Background: an optimization exercise with open tools, aiming at small area, a short achievable clock period and few clock cycles per item. Do not read the settings as production practice.
The RTL was checked by simulation tests, not by an equivalence proof against the original design.
No activity file was given, so power comes from the tool's default toggle rates.

==> build 15 <==
## bf16_alu
module bf16_alu (
    input  wire        clk,
    input  wire        rst,         
    input  wire        in_valid,
    output wire        in_ready,
    input  wire [2:0]  op,
    input  wire [15:0] a,
    input  wire [15:0] b,
    output reg         out_valid,
    output reg  [15:0] r
);
Settings: LEC_CHECK=0, ABC_AREA=1, CAP_MARGIN=20, CORE_MARGIN=2, CORE_UTILIZATION=70, CTS_BUF_LIST=sky130_fd_sc_hd__clkbuf_4 sky130_fd_sc_hd__clkbuf_8, PLACE_DENSITY=0.8, SLEW_MARGIN=20; clock period 46.0 ns.
standard.sh (not shown) runs the stock make flow with config.mk's settings and CLKGATE_MAP_FILE= SYNTH_SCRIPT=/design/flow/synth_recipe.tcl, a recipe that flattens the netlist after the stock synthesis.
==> flow/flow/run.sh <==
#!/bin/bash
# Standard layout, with two changes in how it is made:
# - the port buffers are plain buffers (buf_1) instead of the default delay cell;
# - the resizer's setup repair aims for slack well beyond the 46 ns clock,
#   so that it sizes the critical paths for speed.
export BUFFER_PORTS_ARGS="-buffer_cell sky130_fd_sc_hd__buf_1"
export SETUP_SLACK_MARGIN=36.0
bash standard.sh > standard.log 2>&1
==> inputs of trial 87, as changes to build 15 <==
--- a/flow/design.v
+++ b/flow/design.v
@@ -37,50 +37,38 @@
     output wire        rs,
     output wire        eff_sub,
     output wire [7:0]  eb,        
     output wire [8:0]  x          
 );
-    wire [15:0] cb;
-    assign cb[0] = 1'b1;
-    genvar j;
-    generate
-        for (j = 0; j < 15; j = j + 1) begin : g
-            assign cb[j + 1] = (a[j] & ~b[j]) | (a[j] & cb[j]) | (~b[j] & cb[j]);
-        end
-    endgenerate
-    assign swap = ~cb[15] | a_zero;
+    assign swap = (b[14:0] > a[14:0]) | a_zero;
     wire [15:0] big = swap ? b : a;
     wire [14:0] sml = swap ? a[14:0] : b[14:0];
     wire [7:0] es = sml[14:7];
     assign eb = big[14:7];
     wire [7:0] sigb = {eb != 8'd0, big[6:0]};
     wire [7:0] sigs = {es != 8'd0, sml[6:0]};
-    wire [7:0] d;
-    bf16_rca #(.W(8)) u_d (.a(eb), .b(~es), .ci(1'b1), .s(d), .co());
-    assign far = (d > 8'd8) | (sml == 15'd0) | (eb == 8'd255);    
-    wire [7:0] sigs_sh = far ? 8'd0 : sigs >> d[3:0];
-    assign eff_sub = (a[15] ^ b[15]) & ~far;
+    wire [7:0] d = eb - es;
+    assign far = (d > 8'd8) | (sml == 15'd0);
+    wire [7:0] sigs_sh = sigs >> d[3:0];
+    assign eff_sub = a[15] ^ b[15];
     assign rs = big[15];
-    wire [8:0] sum;
-    bf16_rca #(.W(8)) u_sum (.a(sigb), .b(sigs_sh ^ {8{eff_sub}}), .ci(eff_sub),
-                             .s(sum[7:0]), .co(sum[8]));
+    wire [8:0] sum = {1'b0, sigb} + {1'b0, sigs_sh ^ {8{eff_sub}}} + {8'd0, eff_sub};
     assign x = {sum[8] & ~eff_sub, sum[7:0]};
 endmodule
 module bf16_fin (
     input  wire [1:0]  mode,      
-    input  wire        aux,       
+    input  wire        is_mul,
     input  wire        s,
     input  wire [9:0]  e,
     input  wire [8:0]  x,
     input  wire [6:0]  div_m,
     output wire [15:0] r
 );
     wire raw = (mode == 2'd0);
     wire div = (mode == 2'd1);
     wire nrm = (mode == 2'd2);
     wire sum = (mode == 2'd3);
-    wire mul = sum & aux;
     reg [3:0] k;
     always @* begin
         casez (x[7:0])
             8'b1???????: k = 4'd0;
             8'b01??????: k = 4'd1;
@@ -92,37 +80,29 @@
             8'b00000001: k = 4'd7;
             default:     k = 4'd8;
         endcase
     end
     wire       zero8 = k[3];                        
-    wire [9:0] d  = ({10{nrm}} & ~{6'd0, k})
-                  | ({10{mul}} & 10'h381)
-                  | ({10{div}} & 10'd127);
-    wire       ci = nrm | (sum & x[8]) | (div & aux);
-    wire [9:0] re;
-    bf16_rca #(.W(10)) u_re (.a(e), .b(d), .ci(ci), .s(re), .co());
+    wire [7:0] xn    = x[7:0] << k[2:0];
+    wire [9:0] re    = e + ({10{nrm}} & ~{6'd0, k}) + {9'd0, nrm | x[8]};
     wire [6:0] msum  = x[8] ? x[7:1] : x[6:0];
-    wire [3:0]  dsh  = 4'd0 - e[3:0];
-    wire [3:0]  t    = nrm ? 4'd7 - {1'b0, k[2:0]} : dsh + 4'd7;
-    wire [15:0] win  = {x, 7'd0} >> t;
-    wire [6:0]  xn   = win[6:0];
-    wire [6:0]  den  = win[6:0];
+    wire [3:0] dsh   = 4'd1 - e[3:0];                
+    wire [8:0] den   = x >> dsh;
     wire le0  = re[9] | (re == 10'd0);
     wire ovf  = ~re[9] & (re[8:0] >= 9'd255);
     wire ltm6 = re[9] & (re < 10'h3FA);              
     wire n_ok  = nrm & ~le0 & ~zero8;
-    wire s_ok  = sum & ~ovf & ~(mul & le0);
-    wire d_ok  = div & ~ovf & ~le0;
-    wire s_den = mul & le0 & ~ltm6;
-    wire [7:0] ex = ({8{raw}} & e[7:0])
-                  | ({8{n_ok | s_ok | d_ok}} & re[7:0])
-                  | ({8{(sum | div) & ovf}} & 8'hFF);
+    wire s_ok  = sum & ~ovf & ~(is_mul & le0);
+    wire s_den = sum & is_mul & le0 & ~ltm6;
+    wire [7:0] ex = ({8{raw | div}} & e[7:0])
+                  | ({8{n_ok | s_ok}} & re[7:0])
+                  | ({8{sum & ovf}} & 8'hFF);
     wire [6:0] mx = ({7{raw}} & x[6:0])
-                  | ({7{d_ok}} & div_m)
-                  | ({7{n_ok}} & xn)
+                  | ({7{div}} & div_m)
+                  | ({7{n_ok}} & xn[6:0])
                   | ({7{s_ok}} & msum)
-                  | ({7{s_den}} & den);
+                  | ({7{s_den}} & den[6:0]);
     assign r = {s & ~(nrm & zero8), ex, mx};
 endmodule
 module bf16_mul (input wire [6:0] a_nm, input wire [6:0] b_nm, output wire [8:0] p);
   wire [6:0] a = a_nm;
   wire [6:0] b = b_nm;
@@ -227,48 +207,21 @@
     output reg  [7:0]  rem,        
     output reg  [6:0]  mq          
 );
     wire [7:0] x = {1'b1, a_nm};
     wire [7:0] y = {1'b1, b_nm};
-    wire [7:0] cg;
-    assign cg[0] = 1'b1;
-    genvar j;
-    generate
-        for (j = 0; j < 7; j = j + 1) begin : g
-            assign cg[j + 1] = (a_nm[j] & ~b_nm[j]) | (a_nm[j] & cg[j]) | (~b_nm[j] & cg[j]);
-        end
-    endgenerate
-    assign ge = cg[7];
+    assign ge = (a_nm >= b_nm);
     wire [8:0] xs = ge ? {1'b0, x} : {x, 1'b0};
-    wire [8:0] d0;
-    bf16_rca #(.W(9)) u_d0 (.a(xs), .b(~{1'b0, y}), .ci(1'b1), .s(d0), .co());      
-    function [8:0] rsub(input [7:0] r, input [7:0] yy);
-        reg [9:0] c;
-        reg [8:0] u, w;
-        integer j;
-        begin
-            u = {r, 1'b0}; w = ~{1'b0, yy}; c[0] = 1'b1;
-            for (j = 0; j < 9; j = j + 1) begin
-                rsub[j] = u[j] ^ w[j] ^ c[j];
-                c[j + 1] = (u[j] & w[j]) | (u[j] & c[j]) | (w[j] & c[j]);
-            end
-            rsub[8] = c[9];
-        end
-    endfunction
+    wire [8:0] d0 = xs - {1'b0, y};      
     reg  [8:0] t;
     integer i;
     always @* begin
         rem = d0[7:0];
         mq  = 7'd0;
         for (i = 6; i > 6 - N; i = i - 1) begin
-            if (i > 6 - 2) begin
-                t     = rsub(rem, y);
-                mq[i] = t[8] | rem[7];
-            end else begin
-                t     = {rem, 1'b0} - {1'b0, y};
-                mq[i] = ~t[8] | rem[7];
-            end
+            t     = {rem, 1'b0} - {1'b0, y};
+            mq[i] = ~t[8] | rem[7];
             if (mq[i]) rem = t[7:0];
             else       rem = {rem[6:0], 1'b0};
         end
     end
 endmodule
@@ -278,36 +231,18 @@
     input  wire [6:0]  mq_in,
     output reg  [6:0]  mq
 );
     wire [7:0] y = {1'b1, b_nm};
     reg  [7:0] rem;
-    function [8:0] rsub(input [7:0] r, input [7:0] yy);
-        reg [9:0] c;
-        reg [8:0] u, w;
-        integer j;
-        begin
-            u = {r, 1'b0}; w = ~{1'b0, yy}; c[0] = 1'b1;
-            for (j = 0; j < 9; j = j + 1) begin
-                rsub[j] = u[j] ^ w[j] ^ c[j];
-                c[j + 1] = (u[j] & w[j]) | (u[j] & c[j]) | (w[j] & c[j]);
-            end
-            rsub[8] = c[9];
-        end
-    endfunction
     reg  [8:0] t;
     integer i;
     always @* begin
         rem = rem_in;
         mq  = mq_in;
         for (i = 6 - N; i >= 0; i = i - 1) begin
-            if (i > 6 - N - 0) begin
-                t     = rsub(rem, y);
-                mq[i] = t[8] | rem[7];
-            end else begin
-                t     = {rem, 1'b0} - {1'b0, y};
-                mq[i] = ~t[8] | rem[7];
-            end
+            t     = {rem, 1'b0} - {1'b0, y};
+            mq[i] = ~t[8] | rem[7];
             if (mq[i]) rem = t[7:0];
             else       rem = {rem[6:0], 1'b0};
         end
     end
 endmodule
@@ -359,22 +294,29 @@
     wire [6:0] div_mq;
     bf16_div #(.N(N)) u_div (.a_nm(a_nm), .b_nm(b_nm), .ge(div_ge), .rem(div_rem), .mq(div_mq));
     wire [4:0] lp  = {2'b00, b_k} - {2'b00, a_k} - {4'd0, ~div_ge};
     wire div_sat   = ~lp[4] & (lp != 5'd0);
     wire [8:0] sat_e = {1'b0, a0[14:8], a0[7] | a_ez} + 9'd126;    
-    wire [9:0] re_md;
-    bf16_rca #(.W(10)) u_re (.a(a_ee), .b(b_ee ^ {10{is_div}}), .ci(1'b0), .s(re_md), .co());
+    wire [9:0] re_md = a_ee + (b_ee ^ {10{is_div}}) + (is_div ? 10'd127 : 10'h381)
+                     + {9'd0, is_div & div_ge};
+    wire md_ovf = ~re_md[9] & (re_md[8:0] >= 9'd255);
+    wire md_unf = re_md[9] | (re_md == 10'd0);
     reg sel_a, sel_b, sel_nan, sel_inf, sel_zero, sel_sat, sel_add, sel_mul, sel_div;
     always @* begin
         sel_a = 1'b0; sel_b = 1'b0; sel_nan = 1'b0; sel_inf = 1'b0; sel_zero = 1'b0;
         sel_sat = 1'b0; sel_add = 1'b0; sel_mul = 1'b0; sel_div = 1'b0;
         if (op0[2]) begin
         end else if (a_nan)     sel_a = 1'b1;
         else if (b_nan)         sel_b = 1'b1;
         else if (is_add) begin
-            if (a_inf & b_inf & (a0[15] ^ bx[15])) sel_nan = 1'b1;
-            else                         sel_add = 1'b1;
+            if (a_inf & b_inf & add_sub) sel_nan = 1'b1;
+            else if (a_inf)              sel_a = 1'b1;
+            else if (b_inf)              sel_b = 1'b1;
+            else if (add_far) begin
+                sel_a = ~add_swap;
+                sel_b = add_swap;
+            end else sel_add = 1'b1;
         end else if (is_mul) begin
             if ((a_inf & b_zero) | (b_inf & a_zero)) sel_nan = 1'b1;
             else if (a_inf | b_inf)                  sel_inf = 1'b1;
             else if (a_zero | b_zero)                sel_zero = 1'b1;
             else                                     sel_mul = 1'b1;
@@ -384,10 +326,12 @@
             else if (b_inf | a_zero)                 sel_zero = 1'b1;
             else if (div_sat) begin
                 if (sat_e[8] | (sat_e[7:0] == 8'd255)) sel_inf = 1'b1;
                 else                                   sel_sat = 1'b1;
             end
+            else if (md_ovf)                         sel_inf = 1'b1;
+            else if (md_unf)                         sel_zero = 1'b1;
             else                                     sel_div = 1'b1;
         end
     end
     wire sel_un = op0[2];
     wire [1:0] mode = sel_div ? DIV : (sel_add & add_sub) ? NRM : (sel_add | sel_mul) ? SUM : RAW;
@@ -417,47 +361,29 @@
                    | ({9{sel_add}} & add_x)
                    | ({9{sel_mul}} & mul_p)
                    | ({9{sel_div}} & {1'b0, div_rem});
     reg        v1;
     reg [1:0]  m1;
-    reg        mul1;                  
+    reg        mul1;
     reg        s1;
     reg [9:0]  e1;
     reg [8:0]  x1;
     reg [6:0]  y1, q1;
     always @(posedge clk) begin
         v1   <= ~rst & v0;
         m1   <= mode;
-        mul1 <= sel_div ? div_ge : is_mul;
+        mul1 <= is_mul;
         s1   <= s_d;
         e1   <= e_d;
         x1   <= x_d;
         y1   <= b_nm;
         q1   <= div_mq;
     end
     wire [6:0]  div_m;
     wire [15:0] res;
     bf16_div_fin #(.N(N)) u_divf (.rem_in(x1[7:0]), .b_nm(y1), .mq_in(q1), .mq(div_m));
-    bf16_fin u_fin (.mode(m1), .aux(mul1), .s(s1), .e(e1), .x(x1), .div_m(div_m), .r(res));
+    bf16_fin u_fin (.mode(m1), .is_mul(mul1), .s(s1), .e(e1), .x(x1), .div_m(div_m), .r(res));
     always @(posedge clk) begin
         out_valid <= ~rst & v1;
         r         <= res;
     end
 endmodule
-module bf16_rca #(parameter W = 10) (
-    input  wire [W-1:0] a,
-    input  wire [W-1:0] b,
-    input  wire         ci,
-    output wire [W-1:0] s,
-    output wire         co
-);
-    wire [W:0] c;
-    assign c[0] = ci;
-    genvar j;
-    generate
-        for (j = 0; j < W; j = j + 1) begin : g
-            assign s[j] = a[j] ^ b[j] ^ c[j];
-            assign c[j + 1] = (a[j] & b[j]) | (a[j] & c[j]) | (b[j] & c[j]);
-        end
-    endgenerate
-    assign co = c[W];
-endmodule
==> flow/flow/run.sh (replaced) <==
#!/bin/bash
# Standard layout, with two changes in how it is made:
# - the port buffers are plain buffers (buf_2) instead of the default delay cell;
# - the resizer's setup repair aims for slack well beyond the 46 ns clock,
#   so that it sizes the critical paths for speed.
export BUFFER_PORTS_ARGS="-buffer_cell sky130_fd_sc_hd__buf_2"
export SETUP_SLACK_MARGIN=36.0
bash standard.sh > standard.log 2>&1
--- a/flow/config.mk
+++ b/flow/config.mk
@@ -7,8 +7,7 @@
 export LEC_CHECK = 0
 export ABC_AREA = 1
 export CAP_MARGIN = 20
 export CORE_MARGIN = 2
 export CORE_UTILIZATION = 70
-export CTS_BUF_LIST = sky130_fd_sc_hd__clkbuf_4 sky130_fd_sc_hd__clkbuf_8
 export PLACE_DENSITY = 0.8
 export SLEW_MARGIN = 20
==> notes.md <==
item                                                                       build 15                    trial 87
Met2 demand-to-capacity share in global routing                               0.544                       0.622
Met1 routing resource usage after global routing                              0.473                       0.508
Worst slack at placement                                                   36.36 ns                    36.39 ns
Utilization after layout                                                      0.751                       0.761
Non-clock buffer share of cell area                                          0.0245                      0.0253
Net switching component of the power                                         326 uW                      311 uW
Die area                                                               15,700 sq um                18,100 sq um
Seq group                                                                    100 uW                     97.3 uW
Area added between synthesis and finish                                       5.40%                       5.98%
Global-route wire length before repair                               44,500 microns              56,000 microns
Slew at the pin with the worst max-slew slack                               1.11 ns                    0.932 ns
Result of the run                                          timing/DRC/antenna clean    timing/DRC/antenna clean
Fraction of layout cells with a size suffix above 1                          0.0844                      0.0779
Proportion of cell area occupied by multi-input gates                         0.688                       0.698
Register share of total power                                                 0.164                       0.163
CTS root buffer                                           sky130_fd_sc_hd__clkbuf_8  sky130_fd_sc_hd__clkbuf_16
Synth top area share                                                          0.167                       0.147
Power Density                                                          56.2 nW/um^2                47.1 nW/um^2
Met3 wire length                                                       2700 microns                3510 microns
Overall Global Routing Usage                                                  0.345                       0.384
Count of instances resized after the clock tree is built                         17                           0
Testbench counts of build 15, summed over its fixed seeds: cycles 32,024, items 32,000.
Testbench counts of trial 87, summed over its fixed seeds: cycles 32,024, items 32,000.

afterwards: timing with drivers on the ports:
How much do the figures lean on ideal ports? The routed layouts below were timed once more, with nothing changed but the port constraints.
Step 1, drivers: a clkbuf_16 drives clk and a buf_2 each remaining input, both assumed.
Step 2 times the ports against the registers' clock, not the clock port: input delays grow and output delays shrink by t, the midpoint of the rising clock arrivals with the driver on.
Slacks: ideal ports / drivers / drivers and shift; pairs: ideal ports / drivers.
run	t (ns)	slack for setup (ns)	clock arrival spread, ns
build 15	0.436	35.964 / 35.922 / 36.358	0.022 / 0.022
trial 87	0.404	36.009 / 35.960 / 36.365	0.015 / 0.015
After both steps setup and hold are still met in every run listed.
